This is an optimization exercise on Yosys and OpenROAD, whose aim is small area, a short achievable clock period and few clock cycles per item, not a production implementation. In this exercise RTL edits were held to simulation tests only and were not proved equivalent to the original. Power and IR drop assume default switching activity.

==> trial 6 <==
Design tcodec_scalar, start of the top module:
module tcodec_scalar (
  input  wire         clk,
  input  wire         rst,
  input  wire         start,
  input  wire [10:0]  cmd,
  input  wire [31:0]  arg,
  input  wire [127:0] tin,
  output reg          done,
  output wire [3:0]   err,
  output wire [7:0]   detail,
  output reg  [5:0]   err_addr,
  output reg  [31:0]  result,
  output reg  [127:0] tout
);
export LEC_CHECK = 0
export ABC_AREA = 1
export CAP_MARGIN = 20
export CORE_MARGIN = 2
export CORE_UTILIZATION = 50
export PLACE_DENSITY = 0.62
export SETUP_SLACK_MARGIN = 5
export SLEW_MARGIN = 20
export SYNTH_MEMORY_MAX_BITS = 16384
create_clock -name core_clock -period 12.0 [get_ports {clk}]
standard.sh (not shown) runs the stock make flow with config.mk's settings and CLKGATE_MAP_FILE= SYNTH_SCRIPT=/design/flow/synth_recipe.tcl, a recipe that flattens the netlist after the stock synthesis.
==> flow/flow/run.sh <==
#!/bin/bash
set -euo pipefail
bash standard.sh SETUP_SLACK_MARGIN=7 finish > flow_standard.log 2>&1
==> trial 44: changes against trial 6 <==
--- a/flow/design.v
+++ b/flow/design.v
@@ -24,29 +24,35 @@
   reg st_dig;     
   reg st_post;    
   reg st_sfin;    
   reg st_div;     
   reg st_dfin;    
   reg pc_dig;     
   reg pc_shr;     
   reg x3f;        
+  reg slowf;      
+  reg [1:0] ck;   
+  reg cf;         
+  reg [2:0] p3;   
+  reg p1;         
   reg pend;       
   reg [3:0] qr;   
   reg [6:0] lz;   
   reg x3r;        
   reg  [3:0]   det;
   reg  [10:0]  cmd_r;
   reg  [31:0]  arg_r;
   reg  [127:0] R;
   reg  [6:0]   c1;       
   reg  [5:0]   c2;       
   reg          flag;     
   reg          ovf;      
   reg          sgn;      
+  reg          ps;       
   assign detail = {4'h0, det};
   assign err    = {1'b0, ~det[3] & ~det[2] & det[0], 1'b0, det[3] | det[2]};
   wire [3:0] op = cmd_r[3:0];
   wire [6:0] n  = cmd_r[10:4];
   wire [6:0] n_half = (n + 7'd1) >> 1;
   wire op_senc = (op == 4'd1);
   wire op_sdec = (op == 4'd2);
   wire op_pack = (op == 4'd3);
@@ -58,24 +64,27 @@
   wire [7:0]  i_exp  = arg[30:23];
   wire        i_zero = (i_exp <= 8'd24) | (i_exp >= 8'd127);
   wire [23:0] i_m    = i_zero ? 24'd0 : {1'b1, arg[22:0]};
   wire        i_sdec = (cmd[3:0] == 4'd2);
   wire [6:0]  i_n    = cmd[10:4];
   wire        i_nan  = (i_exp == 8'hFF) && (arg[22:0] != 23'd0);
   wire        i_go   = (cmd[3:0] == 4'd1) && (i_n != 7'd0) && (i_n <= 7'd64) && !i_nan;
   wire        i_p0   = i_zero | (i_exp == 8'd126);
+  wire        i_slow = ~i_zero & (i_exp < 8'd117);
   reg  [127:0] cap;
   always @(*) begin
     for (t = 0; t < 64; t = t + 1) begin
       if (i_sdec && !(t < i_n)) cap[2*t +: 2] = 2'b10;
       else                      cap[2*t +: 2] = tin[2*t +: 2];
     end
     if (cmd[3:0] == 4'd1) cap = {2'b00, 1'b1, i_m, 101'd0};
   end
+  wire a_shr = (st_dec & pc_shr) | st_psh;
+  wire a_dig = (st_dec & pc_dig) | st_dig;
   wire [7:0]  f_exp  = arg_r[30:23];
   wire [22:0] f_frac = arg_r[22:0];
   wire        f_neg  = arg_r[31];
   wire        f_nan  = (f_exp == 8'hFF) && (f_frac != 23'd0);
   wire        f_sat  = (f_exp >= 8'd127);           
   wire        f_tiny = (f_exp <= 8'd24);            
   wire [23:0] f_m    = (f_tiny | f_sat) ? 24'd0 : {1'b1, f_frac};
   wire [7:0]  f_p8   = 8'd126 - f_exp;
@@ -94,40 +103,44 @@
     end
   endgenerate
   wire t_neg, t_nz;
   tc_sign u_sign (.pos(tpos), .neg(tneg), .nz(t_nz), .sn(t_neg));
   wire       bad_found;
   wire [5:0] bad_idx;
   tc_lowest u_bad (.v(tbad), .found(bad_found), .idx(bad_idx));
   wire        f_in  = t_neg;
-  wire        f_out = t_neg & ~st_dec;
   wire [63:0] go_p, go_n;
   tc_bk #(.W(64)) u_cp (.g(tneg), .p(tzero), .go(go_p));    
   wire [63:0] ca_c  = f_in ? {go_n[62:0], 1'b0} : {go_p[62:0], 1'b0};
   tc_bk #(.W(64)) u_cn (.g(tpos), .p(tzero), .go(go_n));    
   reg  [127:0] sdec_next;
   reg          x;
   always @(*) begin
     for (t = 0; t < 64; t = t + 1) begin
       x = R[2*t+1] ^ f_in;                  
       sdec_next[2*t]   = tzero[t] | (R[2*t] & ~(ca_c[t] ^ x));
-      sdec_next[2*t+1] = (((R[2*t] & x & ca_c[t]) | (tzero[t] & ~ca_c[t])) ^
-                          (f_out & sdec_next[2*t])) | tvoid[t];
+      sdec_next[2*t+1] = (R[2*t] & x & ca_c[t]) | (tzero[t] & ~ca_c[t]) | tvoid[t];
     end
   end
-  wire [125:0] G    = R[125:0];
-  wire [129:0] ga   = {4'd0, G};
-  wire [129:0] gb   = x3f ? {3'd0, G, 1'b0} : {G, 3'b000};
-  wire [129:0] gg   = ga & gb;
-  wire [129:0] gp   = ga ^ gb;
-  wire [129:0] g_go;
-  tc_bk #(.W(130)) u_add (.g(gg), .p(gp), .go(g_go));
-  wire [129:0] gsum = gp ^ {g_go[128:0], 1'b0};
-  wire [3:0]   qd   = x3f ? {2'b00, gsum[127:126]} : gsum[129:126];
+  wire         top  = ~slowf | (ck == 2'd3);
+  wire         cut  = slowf & ~top;               
+  wire [35:0]  ga   = slowf ? {R[31:0], 4'd0} : R[127:92];
+  wire [37:0]  g2   = {1'b0, ga, 1'b0};            
+  wire [37:0]  g8   = {ga[34:0], 3'b000};          
+  wire [37:0]  gb   = x3f ? {g2[37], g2[36] & ~cut, g2[35:5], g2[4] | p1, g2[3:0]}
+                          : {g8[37:36] & {2{~cut}}, g8[35:7], g8[6:4] | p3, g8[3:0]};
+  wire [37:0]  ca   = {2'b00, ga};
+  wire [37:0]  gg   = (ca & gb) | {34'd0, cf, 3'd0};    
+  wire [37:0]  gp   = ca ^ gb;
+  wire [37:0]  g_go;
+  tc_bk #(.W(38)) u_add (.g(gg), .p(gp), .go(g_go));
+  wire [37:0]  gsum = gp ^ {g_go[36:0], 1'b0};
+  wire [3:0]   qd   = x3f ? {2'b00, gsum[35:34]} : gsum[37:34];
+  wire         a_step = a_dig & top;              
   reg [1:0] d_hi, d_lo;
   always @(*) begin
     if (f_sat) begin
       d_hi = x3r ? 2'd1 : 2'd2;
       d_lo = 2'd2;
     end else if (x3r) begin
       d_hi = 2'd1;
       d_lo = qr[1:0];
@@ -165,25 +178,25 @@
   wire        adj_lt = ~f_sat & ~ovf & ~cm_go[24];   
   wire        lo0    = (d_lo == 2'd0);
   wire        hi0    = (d_hi == 2'd0);
   wire [6:0]  lz_nx  = ~lo0 ? 7'd0 : ~hi0 ? 7'd1 : lz + 7'd2;
   wire        a_go   = st_sfin & adj_lt;
   wire [1:0]  a_lo   = ~a_go ? d_lo : lo0 ? 2'd2 : d_lo - 2'd1;
   wire [1:0]  a_hi   = ~(a_go & lo0) ? d_hi : hi0 ? 2'd2 : d_hi - 2'd1;
   wire        a_up   = a_go & lo0 & hi0;             
-  reg  [7:0]  h_lt, h_eq, l_lt, l_eq;
-  always @(*) begin
-    for (t = 0; t < 8; t = t + 1) begin
-      h_lt[t] = (t < lz[6:3]);
-      h_eq[t] = (t == lz[6:3]);
-      l_lt[t] = (t < lz[2:0]);
-      l_eq[t] = (t == lz[2:0]);
+  wire [7:0]  h_lt, h_eq, l_lt, l_eq;
+  generate
+    for (gi = 0; gi < 8; gi = gi + 1) begin : g_lz
+      assign h_lt[gi] = (gi < lz[6:3]);
+      assign h_eq[gi] = (gi == lz[6:3]);
+      assign l_lt[gi] = (gi < lz[2:0]);
+      assign l_eq[gi] = (gi == lz[2:0]);
     end
-  end
+  endgenerate
   reg  [127:0] tout_adj;
   reg          z_below, z_at;
   always @(*) begin
     tout_adj[3:0] = {dcode(a_hi, f_neg), dcode(a_lo, f_neg)};
     for (t = 0; t < 62; t = t + 1) begin
       z_below = a_up & (h_lt[t/8] | (h_eq[t/8] & l_lt[t%8]));
       z_at    = a_up & h_eq[t/8] & l_eq[t%8];
       if (z_below)                                      
@@ -218,17 +231,18 @@
         default: tcode = 2'b01;
       endcase
     end
   endfunction
   wire [7:0] ub = arg_r[7:0];
   wire [9:0] unpacked = {tcode((ub / 8'd81) % 8'd3), tcode((ub / 8'd27) % 8'd3),
                          tcode((ub / 8'd9) % 8'd3),  tcode((ub / 8'd3) % 8'd3),
                          tcode(ub % 8'd3)};
-  wire        qbit    = ~t_neg;
+  wire        p_neg   = t_nz & (ps ^ t_neg);       
+  wire        qbit    = ~p_neg;
   wire [24:0] m_inc   = {1'b0, result[23:0]} + 25'd1;
   wire        m_ovf   = qbit & m_inc[24];
   wire [22:0] frac_f  = m_ovf ? 23'd0 : (qbit ? m_inc[22:0] : result[22:0]);
   wire [7:0]  exp_f   = {1'b0, c1} + {7'd0, m_ovf};
   wire        keep    = flag | qbit;
   wire [5:0]  c2_inc  = c2 + {5'd0, keep};
   reg  [3:0] dec_det;
   reg        dec_done;
@@ -245,37 +259,49 @@
       else                                     dec_done = 1'b0;
     end else if (op_sdec) begin
       if (n_big)                               dec_det = D_N_RANGE;
       else if (n_zero)                         dec_det = D_OK;
       else if (bad_found)                      dec_det = D_BAD_TRIT;
       else if (t_nz)                           dec_done = 1'b0;
     end
   end
-  wire a_shr = (st_dec & pc_shr) | st_psh;
-  wire a_dig = (st_dec & pc_dig) | st_dig;
+  wire [127:0] r_dig = ~slowf ? {2'b00, gsum[33:0], 92'd0} :       
+                       top    ? {2'b00, gsum[33:4], R[127:32]} : {gsum[35:4], R[127:32]};
   always @(posedge clk) begin
     if (st_idle)      R <= cap;
     else if (a_shr)   R <= {R[127:125], 1'b0, R[124:1]};
     else if (st_post) R <= {R[127:126], R[124:0], 1'b0};
-    else if (a_dig)   R <= {2'b00, gsum[125:0]};
+    else if (a_dig)   R <= r_dig;
     else              R <= sdec_next;
     if (st_idle) begin
       cmd_r  <= cmd;
       arg_r  <= arg;
       pc_dig <= i_go & i_p0;
       pc_shr <= i_go & ~i_p0;
       x3f    <= i_n[0];
-    end else if (a_dig) begin
+      slowf  <= i_slow;
+    end else if (a_step) begin
       x3f    <= 1'b0;
     end
-    if (a_dig) begin
+    if (a_step) begin
       qr  <= qd;
       x3r <= x3f;
     end
+    if (a_dig & ~top) begin
+      ck <= ck + 2'd1;
+      cf <= gsum[36];
+      p3 <= ga[35:33];
+      p1 <= ga[35];
+    end else begin
+      ck <= 2'd0;
+      cf <= 1'b0;
+      p3 <= 3'd0;
+      p1 <= 1'b0;
+    end
   end
   always @(posedge clk) begin
     if (rst) begin
       st_idle  <= 1'b1;
       st_dec   <= 1'b0;
       st_psh   <= 1'b0;
       st_dig   <= 1'b0;
       st_post  <= 1'b0;
@@ -285,32 +311,33 @@
       done     <= 1'b0;
       det      <= D_OK;
       err_addr <= 6'd0;
       result   <= 32'd0;
       tout     <= 128'd0;
       pend     <= 1'b0;
     end else begin
       done <= 1'b0;
-      if (a_dig) pend <= 1'b1;
-      if ((pend & a_dig) | st_sfin) begin
+      if (a_step) pend <= 1'b1;
+      if ((pend & a_step) | st_sfin) begin
         tout <= tout_adj;
         lz   <= lz_nx;
       end
       if (st_idle && start) begin
         st_idle <= 1'b0;
         st_dec  <= 1'b1;
       end
       if (st_dec) begin
         st_dec <= 1'b0;
         c2     <= 6'd0;
         c1     <= 7'd127;
         flag   <= 1'b0;
         ovf    <= 1'b0;
         sgn    <= t_neg;
+        ps     <= 1'b0;
         if (dec_done) begin
           st_idle  <= 1'b1;
           done     <= 1'b1;
           det      <= dec_det;
           err_addr <= (dec_det == D_BAD_TRIT) ? bad_idx : 6'd0;
           if (dec_det == D_OK) begin
             if (op_pack) result <= {24'd0, packed_byte};
             if (op_sdec) result <= 32'd0;
@@ -335,17 +362,17 @@
       end
       if (st_psh) begin
         c1 <= c1 - 7'd1;
         if (c1 == 7'd1) begin
           st_psh <= 1'b0;
           st_dig <= 1'b1;
         end
       end
-      if (st_dig) begin
+      if (st_dig & top) begin
         c2 <= c2 - 6'd1;
         if (c2 == 6'd1) begin
           c1     <= f_p;
           st_dig <= 1'b0;
           if (f_p0) st_sfin <= 1'b1;
           else      st_post <= 1'b1;
         end
       end
@@ -363,16 +390,17 @@
         err_addr <= 6'd0;
         done     <= 1'b1;
         st_sfin  <= 1'b0;
         st_idle  <= 1'b1;
       end
       if (st_div) begin
         if (!flag) c1 <= c1 - 7'd1;
         if (qbit) flag <= 1'b1;
+        ps <= p_neg;
         if (keep) result <= {result[30:0], qbit};
         c2 <= c2_inc;
         if (c2_inc == 6'd24) begin
           st_div  <= 1'b0;
           st_dfin <= 1'b1;
         end
       end
       if (st_dfin) begin
==> flow/flow/run.sh (replaced) <==
#!/bin/bash
set -euo pipefail
bash standard.sh SETUP_SLACK_MARGIN=7.5 \
  "BUFFER_PORTS_ARGS=-buffer_cell sky130_fd_sc_hd__buf_1" finish > flow_standard.log 2>&1
- CTS_CLUSTER_DIAMETER: unset -> 100
- CTS_CLUSTER_SIZE: unset -> 30
==> trial 8: changes against trial 6 <==
--- a/flow/design.v
+++ b/flow/design.v
@@ -24,29 +24,35 @@
   reg st_dig;     
   reg st_post;    
   reg st_sfin;    
   reg st_div;     
   reg st_dfin;    
   reg pc_dig;     
   reg pc_shr;     
   reg x3f;        
+  reg slowf;      
+  reg [1:0] ck;   
+  reg cf;         
+  reg [2:0] p3;   
+  reg p1;         
   reg pend;       
   reg [3:0] qr;   
   reg [6:0] lz;   
   reg x3r;        
   reg  [3:0]   det;
   reg  [10:0]  cmd_r;
   reg  [31:0]  arg_r;
   reg  [127:0] R;
   reg  [6:0]   c1;       
   reg  [5:0]   c2;       
   reg          flag;     
   reg          ovf;      
   reg          sgn;      
+  reg          ps;       
   assign detail = {4'h0, det};
   assign err    = {1'b0, ~det[3] & ~det[2] & det[0], 1'b0, det[3] | det[2]};
   wire [3:0] op = cmd_r[3:0];
   wire [6:0] n  = cmd_r[10:4];
   wire [6:0] n_half = (n + 7'd1) >> 1;
   wire op_senc = (op == 4'd1);
   wire op_sdec = (op == 4'd2);
   wire op_pack = (op == 4'd3);
@@ -58,76 +64,82 @@
   wire [7:0]  i_exp  = arg[30:23];
   wire        i_zero = (i_exp <= 8'd24) | (i_exp >= 8'd127);
   wire [23:0] i_m    = i_zero ? 24'd0 : {1'b1, arg[22:0]};
   wire        i_sdec = (cmd[3:0] == 4'd2);
   wire [6:0]  i_n    = cmd[10:4];
   wire        i_nan  = (i_exp == 8'hFF) && (arg[22:0] != 23'd0);
   wire        i_go   = (cmd[3:0] == 4'd1) && (i_n != 7'd0) && (i_n <= 7'd64) && !i_nan;
   wire        i_p0   = i_zero | (i_exp == 8'd126);
+  wire        i_slow = ~i_zero & (i_exp < 8'd117);
   reg  [127:0] cap;
   always @(*) begin
     for (t = 0; t < 64; t = t + 1) begin
       if (i_sdec && !(t < i_n)) cap[2*t +: 2] = 2'b10;
       else                      cap[2*t +: 2] = tin[2*t +: 2];
     end
     if (cmd[3:0] == 4'd1) cap = {2'b00, 1'b1, i_m, 101'd0};
   end
+  wire a_shr = (st_dec & pc_shr) | st_psh;
+  wire a_dig = (st_dec & pc_dig) | st_dig;
   wire [7:0]  f_exp  = arg_r[30:23];
   wire [22:0] f_frac = arg_r[22:0];
   wire        f_neg  = arg_r[31];
   wire        f_nan  = (f_exp == 8'hFF) && (f_frac != 23'd0);
   wire        f_sat  = (f_exp >= 8'd127);           
   wire        f_tiny = (f_exp <= 8'd24);            
   wire [23:0] f_m    = (f_tiny | f_sat) ? 24'd0 : {1'b1, f_frac};
   wire [7:0]  f_p8   = 8'd126 - f_exp;
   wire [6:0]  f_p    = (f_tiny | f_sat) ? 7'd0 : f_p8[6:0];
   wire        f_p0   = (f_p == 7'd0);
   wire [6:0]  lim = op_pack ? 7'd5 : n;
-  wire [63:0] tmask, tpos, tneg, tzero, tvoid, tbad;
+  wire [63:0] tpos, tneg, tzero, tvoid;
   generate
     for (gi = 0; gi < 64; gi = gi + 1) begin : g_pl
-      assign tmask[gi] = (gi < lim);
       assign tpos[gi]  =  R[2*gi] & ~R[2*gi+1];
       assign tneg[gi]  =  R[2*gi] &  R[2*gi+1];
       assign tzero[gi] = ~R[2*gi] & ~R[2*gi+1];
       assign tvoid[gi] = ~R[2*gi] &  R[2*gi+1];
-      assign tbad[gi]  = tmask[gi] & tvoid[gi];
     end
   endgenerate
   wire t_neg, t_nz;
   tc_sign u_sign (.pos(tpos), .neg(tneg), .nz(t_nz), .sn(t_neg));
-  wire       bad_found;
+  wire       v_found;
   wire [5:0] bad_idx;
-  tc_lowest u_bad (.v(tbad), .found(bad_found), .idx(bad_idx));
+  tc_lowest u_bad (.v(tvoid), .found(v_found), .idx(bad_idx));
+  wire       bad_found = v_found & ({1'b0, bad_idx} < lim);
   wire        f_in  = t_neg;
-  wire        f_out = t_neg & ~st_dec;
   wire [63:0] go_p, go_n;
   tc_bk #(.W(64)) u_cp (.g(tneg), .p(tzero), .go(go_p));    
   wire [63:0] ca_c  = f_in ? {go_n[62:0], 1'b0} : {go_p[62:0], 1'b0};
   tc_bk #(.W(64)) u_cn (.g(tpos), .p(tzero), .go(go_n));    
   reg  [127:0] sdec_next;
   reg          x;
   always @(*) begin
     for (t = 0; t < 64; t = t + 1) begin
       x = R[2*t+1] ^ f_in;                  
       sdec_next[2*t]   = tzero[t] | (R[2*t] & ~(ca_c[t] ^ x));
-      sdec_next[2*t+1] = (((R[2*t] & x & ca_c[t]) | (tzero[t] & ~ca_c[t])) ^
-                          (f_out & sdec_next[2*t])) | tvoid[t];
+      sdec_next[2*t+1] = (R[2*t] & x & ca_c[t]) | (tzero[t] & ~ca_c[t]) | tvoid[t];
     end
   end
-  wire [125:0] G    = R[125:0];
-  wire [129:0] ga   = {4'd0, G};
-  wire [129:0] gb   = x3f ? {3'd0, G, 1'b0} : {G, 3'b000};
-  wire [129:0] gg   = ga & gb;
-  wire [129:0] gp   = ga ^ gb;
-  wire [129:0] g_go;
-  tc_bk #(.W(130)) u_add (.g(gg), .p(gp), .go(g_go));
-  wire [129:0] gsum = gp ^ {g_go[128:0], 1'b0};
-  wire [3:0]   qd   = x3f ? {2'b00, gsum[127:126]} : gsum[129:126];
+  wire         top  = ~slowf | (ck == 2'd3);
+  wire         cut  = slowf & ~top;               
+  wire [35:0]  ga   = slowf ? {R[31:0], 4'd0} : R[127:92];
+  wire [37:0]  g2   = {1'b0, ga, 1'b0};            
+  wire [37:0]  g8   = {ga[34:0], 3'b000};          
+  wire [37:0]  gb   = x3f ? {g2[37], g2[36] & ~cut, g2[35:5], g2[4] | p1, g2[3:0]}
+                          : {g8[37:36] & {2{~cut}}, g8[35:7], g8[6:4] | p3, g8[3:0]};
+  wire [37:0]  ca   = {2'b00, ga};
+  wire [37:0]  gg   = (ca & gb) | {34'd0, cf, 3'd0};    
+  wire [37:0]  gp   = ca ^ gb;
+  wire [37:0]  g_go;
+  tc_bk #(.W(38)) u_add (.g(gg), .p(gp), .go(g_go));
+  wire [37:0]  gsum = gp ^ {g_go[36:0], 1'b0};
+  wire [3:0]   qd   = x3f ? {2'b00, gsum[35:34]} : gsum[37:34];
+  wire         a_step = a_dig & top;              
   reg [1:0] d_hi, d_lo;
   always @(*) begin
     if (f_sat) begin
       d_hi = x3r ? 2'd1 : 2'd2;
       d_lo = 2'd2;
     end else if (x3r) begin
       d_hi = 2'd1;
       d_lo = qr[1:0];
@@ -165,25 +177,25 @@
   wire        adj_lt = ~f_sat & ~ovf & ~cm_go[24];   
   wire        lo0    = (d_lo == 2'd0);
   wire        hi0    = (d_hi == 2'd0);
   wire [6:0]  lz_nx  = ~lo0 ? 7'd0 : ~hi0 ? 7'd1 : lz + 7'd2;
   wire        a_go   = st_sfin & adj_lt;
   wire [1:0]  a_lo   = ~a_go ? d_lo : lo0 ? 2'd2 : d_lo - 2'd1;
   wire [1:0]  a_hi   = ~(a_go & lo0) ? d_hi : hi0 ? 2'd2 : d_hi - 2'd1;
   wire        a_up   = a_go & lo0 & hi0;             
-  reg  [7:0]  h_lt, h_eq, l_lt, l_eq;
-  always @(*) begin
-    for (t = 0; t < 8; t = t + 1) begin
-      h_lt[t] = (t < lz[6:3]);
-      h_eq[t] = (t == lz[6:3]);
-      l_lt[t] = (t < lz[2:0]);
-      l_eq[t] = (t == lz[2:0]);
+  wire [7:0]  h_lt, h_eq, l_lt, l_eq;
+  generate
+    for (gi = 0; gi < 8; gi = gi + 1) begin : g_lz
+      assign h_lt[gi] = (gi < lz[6:3]);
+      assign h_eq[gi] = (gi == lz[6:3]);
+      assign l_lt[gi] = (gi < lz[2:0]);
+      assign l_eq[gi] = (gi == lz[2:0]);
     end
-  end
+  endgenerate
   reg  [127:0] tout_adj;
   reg          z_below, z_at;
   always @(*) begin
     tout_adj[3:0] = {dcode(a_hi, f_neg), dcode(a_lo, f_neg)};
     for (t = 0; t < 62; t = t + 1) begin
       z_below = a_up & (h_lt[t/8] | (h_eq[t/8] & l_lt[t%8]));
       z_at    = a_up & h_eq[t/8] & l_eq[t%8];
       if (z_below)                                      
@@ -218,17 +230,18 @@
         default: tcode = 2'b01;
       endcase
     end
   endfunction
   wire [7:0] ub = arg_r[7:0];
   wire [9:0] unpacked = {tcode((ub / 8'd81) % 8'd3), tcode((ub / 8'd27) % 8'd3),
                          tcode((ub / 8'd9) % 8'd3),  tcode((ub / 8'd3) % 8'd3),
                          tcode(ub % 8'd3)};
-  wire        qbit    = ~t_neg;
+  wire        p_neg   = t_nz & (ps ^ t_neg);       
+  wire        qbit    = ~p_neg;
   wire [24:0] m_inc   = {1'b0, result[23:0]} + 25'd1;
   wire        m_ovf   = qbit & m_inc[24];
   wire [22:0] frac_f  = m_ovf ? 23'd0 : (qbit ? m_inc[22:0] : result[22:0]);
   wire [7:0]  exp_f   = {1'b0, c1} + {7'd0, m_ovf};
   wire        keep    = flag | qbit;
   wire [5:0]  c2_inc  = c2 + {5'd0, keep};
   reg  [3:0] dec_det;
   reg        dec_done;
@@ -245,37 +258,49 @@
       else                                     dec_done = 1'b0;
     end else if (op_sdec) begin
       if (n_big)                               dec_det = D_N_RANGE;
       else if (n_zero)                         dec_det = D_OK;
       else if (bad_found)                      dec_det = D_BAD_TRIT;
       else if (t_nz)                           dec_done = 1'b0;
     end
   end
-  wire a_shr = (st_dec & pc_shr) | st_psh;
-  wire a_dig = (st_dec & pc_dig) | st_dig;
+  wire [127:0] r_dig = ~slowf ? {2'b00, gsum[33:0], 92'd0} :       
+                       top    ? {2'b00, gsum[33:4], R[127:32]} : {gsum[35:4], R[127:32]};
   always @(posedge clk) begin
     if (st_idle)      R <= cap;
     else if (a_shr)   R <= {R[127:125], 1'b0, R[124:1]};
     else if (st_post) R <= {R[127:126], R[124:0], 1'b0};
-    else if (a_dig)   R <= {2'b00, gsum[125:0]};
+    else if (a_dig)   R <= r_dig;
     else              R <= sdec_next;
     if (st_idle) begin
       cmd_r  <= cmd;
       arg_r  <= arg;
       pc_dig <= i_go & i_p0;
       pc_shr <= i_go & ~i_p0;
       x3f    <= i_n[0];
-    end else if (a_dig) begin
+      slowf  <= i_slow;
+    end else if (a_step) begin
       x3f    <= 1'b0;
     end
-    if (a_dig) begin
+    if (a_step) begin
       qr  <= qd;
       x3r <= x3f;
     end
+    if (a_dig & ~top) begin
+      ck <= ck + 2'd1;
+      cf <= gsum[36];
+      p3 <= ga[35:33];
+      p1 <= ga[35];
+    end else begin
+      ck <= 2'd0;
+      cf <= 1'b0;
+      p3 <= 3'd0;
+      p1 <= 1'b0;
+    end
   end
   always @(posedge clk) begin
     if (rst) begin
       st_idle  <= 1'b1;
       st_dec   <= 1'b0;
       st_psh   <= 1'b0;
       st_dig   <= 1'b0;
       st_post  <= 1'b0;
@@ -285,32 +310,33 @@
       done     <= 1'b0;
       det      <= D_OK;
       err_addr <= 6'd0;
       result   <= 32'd0;
       tout     <= 128'd0;
       pend     <= 1'b0;
     end else begin
       done <= 1'b0;
-      if (a_dig) pend <= 1'b1;
-      if ((pend & a_dig) | st_sfin) begin
+      if (a_step) pend <= 1'b1;
+      if ((pend & a_step) | st_sfin) begin
         tout <= tout_adj;
         lz   <= lz_nx;
       end
       if (st_idle && start) begin
         st_idle <= 1'b0;
         st_dec  <= 1'b1;
       end
       if (st_dec) begin
         st_dec <= 1'b0;
         c2     <= 6'd0;
         c1     <= 7'd127;
         flag   <= 1'b0;
         ovf    <= 1'b0;
         sgn    <= t_neg;
+        ps     <= 1'b0;
         if (dec_done) begin
           st_idle  <= 1'b1;
           done     <= 1'b1;
           det      <= dec_det;
           err_addr <= (dec_det == D_BAD_TRIT) ? bad_idx : 6'd0;
           if (dec_det == D_OK) begin
             if (op_pack) result <= {24'd0, packed_byte};
             if (op_sdec) result <= 32'd0;
@@ -335,17 +361,17 @@
       end
       if (st_psh) begin
         c1 <= c1 - 7'd1;
         if (c1 == 7'd1) begin
           st_psh <= 1'b0;
           st_dig <= 1'b1;
         end
       end
-      if (st_dig) begin
+      if (st_dig & top) begin
         c2 <= c2 - 6'd1;
         if (c2 == 6'd1) begin
           c1     <= f_p;
           st_dig <= 1'b0;
           if (f_p0) st_sfin <= 1'b1;
           else      st_post <= 1'b1;
         end
       end
@@ -363,16 +389,17 @@
         err_addr <= 6'd0;
         done     <= 1'b1;
         st_sfin  <= 1'b0;
         st_idle  <= 1'b1;
       end
       if (st_div) begin
         if (!flag) c1 <= c1 - 7'd1;
         if (qbit) flag <= 1'b1;
+        ps <= p_neg;
         if (keep) result <= {result[30:0], qbit};
         c2 <= c2_inc;
         if (c2_inc == 6'd24) begin
           st_div  <= 1'b0;
           st_dfin <= 1'b1;
         end
       end
       if (st_dfin) begin
==> flow/flow/run.sh (replaced) <==
#!/bin/bash
set -euo pipefail
bash standard.sh SETUP_SLACK_MARGIN=7.5 \
  "BUFFER_PORTS_ARGS=-buffer_cell sky130_fd_sc_hd__buf_1" finish > flow_standard.log 2>&1
- CTS_CLUSTER_DIAMETER: unset -> 80
- CTS_CLUSTER_SIZE: unset -> 20
==> trial 73: changes against trial 6 <==
==> flow/flow/run.sh (replaced) <==
#!/bin/bash
set -euo pipefail
bash standard.sh SETUP_SLACK_MARGIN=7.5 \
  "BUFFER_PORTS_ARGS=-buffer_cell sky130_fd_sc_hd__buf_1" finish > flow_standard.log 2>&1
==> qor summary <==
Outcome: trial 73 timing/DRC/antenna clean; trial 8 timing/DRC/antenna clean; trial 44 timing/DRC/antenna clean; trial 6 timing/DRC/antenna clean
Met2 Wirelength: trial 73 83000 um; trial 8 73000 um; trial 44 74300 um; trial 6 80300 um
Library cell contributing the largest single delay on the critical path: trial 73 sky130_fd_sc_hd__fa_2; trial 8 sky130_fd_sc_hd__edfxtp_1; trial 44 sky130_fd_sc_hd__edfxtp_1; trial 6 sky130_fd_sc_hd__clkdlybuf4s50_1
Detailed Route Iter0 Violations: trial 73 5504; trial 8 5007; trial 44 6671; trial 6 5176
Power Internal: trial 73 0.00472 W; trial 8 0.00360 W; trial 44 0.00348 W; trial 6 0.00452 W
Routed vias: trial 73 52200; trial 8 44600; trial 44 46900; trial 6 51500
Power in sequential cells: trial 73 0.00176 W; trial 8 0.00168 W; trial 44 0.00170 W; trial 6 0.00176 W
Capturing point of the worst reg2reg path: trial 73 R[110]; trial 8 R[126]; trial 44 tout[2]; trial 6 R[29]
Non-clock buffers: trial 73 596; trial 8 568; trial 44 627; trial 6 479
Worst-Skew Late Latency: trial 73 0.68 ns; trial 8 0.64 ns; trial 44 0.66 ns; trial 6 0.70 ns
Data arrival time of the critical path: trial 73 5.39 ns; trial 8 5.08 ns; trial 44 5.37 ns; trial 6 5.66 ns
Start point of the worst hold path: trial 73 err_addr[1]; trial 8 ck[0]; trial 44 ck[0]; trial 6 result[31]
Layout multi-input combinational cell count: trial 73 5591; trial 8 4417; trial 44 4561; trial 6 5591
Post-CTS sizing: trial 73 221; trial 8 199; trial 44 256; trial 6 77
Minimum hold slack: trial 73 0.488 ns; trial 8 0.455 ns; trial 44 0.436 ns; trial 6 0.496 ns
Starting density of the core: trial 73 50.4%; trial 8 50.3%; trial 44 50.5%; trial 6 50.4%
Post-synthesis to final-layout area growth: trial 73 17.1%; trial 8 17.2%; trial 44 18.1%; trial 6 16.7%
Startpoint-to-endpoint class of the critical path: trial 73 reg2reg; trial 8 reg2reg; trial 44 reg2reg; trial 6 in2reg
Leakage power of the design: trial 73 22.3 nW; trial 8 18.6 nW; trial 44 19.2 nW; trial 6 22.3 nW
Capturing element of the worst setup path: trial 73 R[110]; trial 8 R[126]; trial 44 tout[2]; trial 6 R[25]
Total of clock buffers placed in the layout: trial 73 76; trial 8 43; trial 44 31; trial 6 65
Switching power: trial 73 0.00492 W; trial 8 0.00342 W; trial 44 0.00353 W; trial 6 0.00466 W
WP data required: trial 73 12.58 ns; trial 8 12.39 ns; trial 44 12.56 ns; trial 6 12.55 ns
Testbench counts of trial 6, summed over its fixed seeds: cycles 173,790, items 8,000.
Testbench counts of trial 44, summed over its fixed seeds: cycles 174,021, items 8,000.
Testbench counts of trial 8, summed over its fixed seeds: cycles 174,021, items 8,000.
Testbench counts of trial 73, summed over its fixed seeds: cycles 173,790, items 8,000.

static timing again, ports no longer ideal:
How much do the figures lean on ideal ports? The routed layouts below were timed once more, with nothing changed but the port constraints. Step 1 sets driving cells, clkbuf_16 on the clock port and buf_2 on the other inputs (assumed; they add their load-dependent delay and slew). Step 2 also shifts input and output timing later by t, the mid clock arrival at the registers, as if the neighbouring blocks saw the same clock. Three values: ideal, step 1, step 2; two values: the first two.
run | t (ns) | setup WS [ns] | pins driven straight from the clock port
trial 6 | 0.752 | 6.887 / 6.934 / 6.182 | 1
trial 44 | 0.720 | 7.190 / 7.190 / 6.659 | 1
trial 8 | 0.685 | 7.307 / 7.307 / 6.830 | 1
trial 73 | 0.740 | 7.187 / 7.187 / 6.722 | 1
After both steps setup and hold are still met in every run listed. For trial 6, which loses most, drivers alone change the setup slack by +0.047 ns; drivers and shift together by -0.705 ns.
